Background: an optimization exercise with open tools, aiming at small area and a short achievable clock period. Do not read the settings as production practice. In this exercise RTL edits were held to simulation tests only and were not proved equivalent to the original. No activity file was given, so power comes from the tool's default toggle rates.

== harbor ==
==> flow/design.v (excerpt) <==
module qd256 (
    input  wire       clk,
    input  wire       rst,
    input  wire       cmd_valid,
    input  wire [2:0] cmd_op,
    input  wire [7:0] cmd_a,
    input  wire [7:0] cmd_b,
    output reg        res_valid,
    output reg  [7:0] res,
    output wire       err
);
clock: 10.0 ns
lec_check: 0
abc_area: 1
cap_margin: 20
core_area: 2 2 61 61
die_area: 0 0 63 63
slew_margin: 20
standard.sh (not shown) runs the stock make flow with config.mk's settings and CLKGATE_MAP_FILE= SYNTH_SCRIPT=/design/flow/synth_recipe.tcl, a recipe that flattens the netlist after the stock synthesis.
==> flow/flow/run.sh <==
#!/bin/bash
# Own layout flow: the standard synthesis unchanged, then the logic
# between the registers re-mapped for area by OpenROAD's restructure (ABC),
# then the standard layout with plain buf_1 port buffers and an internal
# setup target for repair_timing (flow/knobs.txt); CTS adds no dummy load cells.
set -euo pipefail
cd "$(dirname "${BASH_SOURCE[0]}")/.."
KNOBS=$(cat flow/knobs.txt)
RES=$PWD/orfs/results/$FLOW_PLATFORM/qd256/base
bash standard.sh synth > make_synth.log 2>&1
mkdir -p rmp_work
LIB=$FLOW_HOME/platforms/$FLOW_PLATFORM/lib/sky130_fd_sc_hd__tt_025C_1v80.lib
python3 flow/libfilter.py "$LIB" rmp_work/rmp.lib 'sky130_fd_sc_hd__probe*' 'sky130_fd_sc_hd__lpflow_*'
RES=$RES LIB=$LIB RMP_LIB=$PWD/rmp_work/rmp.lib \
  openroad -no_init -exit flow/rmp.tcl > openroad_rmp.log 2>&1
# shellcheck disable=SC2086
bash standard.sh $KNOBS \
  "BUFFER_PORTS_ARGS=-buffer_cell sky130_fd_sc_hd__buf_1" \
  "CTS_ARGS=-sink_clustering_enable -repair_clock_nets -dont_use_dummy_load -sink_clustering_size 20 -sink_clustering_max_diameter 100" \
  finish > make_finish.log 2>&1
Other scripts of this flow, unchanged in this note and not shown: flow/flow/knobs.txt, flow/flow/libfilter.py, flow/flow/rmp.tcl
Relative to harbor, the following input files were edited for yarrow:
diff --git a/flow/flow/run.sh b/flow/flow/run.sh
--- a/flow/flow/run.sh
+++ b/flow/flow/run.sh
@@ -4,3 +4,3 @@
 # then the standard layout with plain buf_1 port buffers and an internal
-# setup target for repair_timing (flow/knobs.txt); CTS adds no dummy load cells.
+# setup target for repair_timing (flow/knobs.txt).
 set -euo pipefail
@@ -17,4 +17,2 @@
 bash standard.sh $KNOBS \
-  "BUFFER_PORTS_ARGS=-buffer_cell sky130_fd_sc_hd__buf_1" \
-  "CTS_ARGS=-sink_clustering_enable -repair_clock_nets -dont_use_dummy_load -sink_clustering_size 20 -sink_clustering_max_diameter 100" \
-  finish > make_finish.log 2>&1
+  "BUFFER_PORTS_ARGS=-buffer_cell sky130_fd_sc_hd__buf_1" finish > make_finish.log 2>&1
[summary]
Switching power summed over all nets: yarrow vs harbor identical. Diff harbor -> yarrow: number of buffers inserted by port buffering level; overall power after layout level; post-cts repair resize count level; setup violation total in the final timing report level. Delta (yarrow minus harbor): slack of the critical path ~0 delta; area of the multi-input gates neither gained nor lost much; hold buffer count at CTS did not really move; maximum single-stage delay on the critical path held; cell internal power dissipation roughly the same.
> inputs changed (yarrow -> lagoon)
diff --git a/flow/flow/run.sh b/flow/flow/run.sh
--- a/flow/flow/run.sh
+++ b/flow/flow/run.sh
@@ -4,3 +4,3 @@
 # then the standard layout with plain buf_1 port buffers and an internal
-# setup target for repair_timing (flow/knobs.txt).
+# setup target for repair_timing (flow/knobs.txt); CTS adds no dummy load cells.
 set -euo pipefail
@@ -17,2 +17,4 @@
 bash standard.sh $KNOBS \
-  "BUFFER_PORTS_ARGS=-buffer_cell sky130_fd_sc_hd__buf_1" finish > make_finish.log 2>&1
+  "BUFFER_PORTS_ARGS=-buffer_cell sky130_fd_sc_hd__buf_1" \
+  "CTS_ARGS=-sink_clustering_enable -repair_clock_nets -dont_use_dummy_load" \
+  finish > make_finish.log 2>&1
--- outcome ---
- Reported for lagoon and yarrow, final number of hold-violating endpoints turned out identical to the last digit.
- Delta (lagoon minus yarrow): final RePlAce weighted congestion stayed essentially flat, total wire length after detailed routing stayed essentially flat, critical path depth stayed essentially flat, multi-input logic area stayed essentially flat.

## what the ideal ports hide
How much do the figures lean on ideal ports? The routed layouts below were timed once more, with nothing changed but the port constraints.
Step 1 (the two cells are an assumption about what drives the block):
set clk [get_ports {clk}]
set_driving_cell -lib_cell sky130_fd_sc_hd__clkbuf_16 $clk
set_driving_cell -lib_cell sky130_fd_sc_hd__buf_2 [delete_from_list [all_inputs] $clk]
Step 2 times the ports against the registers' clock, not the clock port: input delays grow and output delays shrink by t, the midpoint of the rising clock arrivals with the driver on.
Slacks: no drivers / after step 1 / after step 2; pairs: no drivers / after step 1.
run	t, ns	slack for setup (ns)	worst hold slack (ns)	latest minus earliest clock arrival (ns)
harbor	0.308	5.786 / 5.784 / 5.476	0.485 / 0.485 / 0.485	0.002 / 0.002
yarrow	0.308	5.786 / 5.784 / 5.476	0.485 / 0.485 / 0.485	0.002 / 0.002
lagoon	0.308	5.786 / 5.784 / 5.476	0.485 / 0.485 / 0.485	0.002 / 0.002
After both steps every run listed still meets setup and hold.
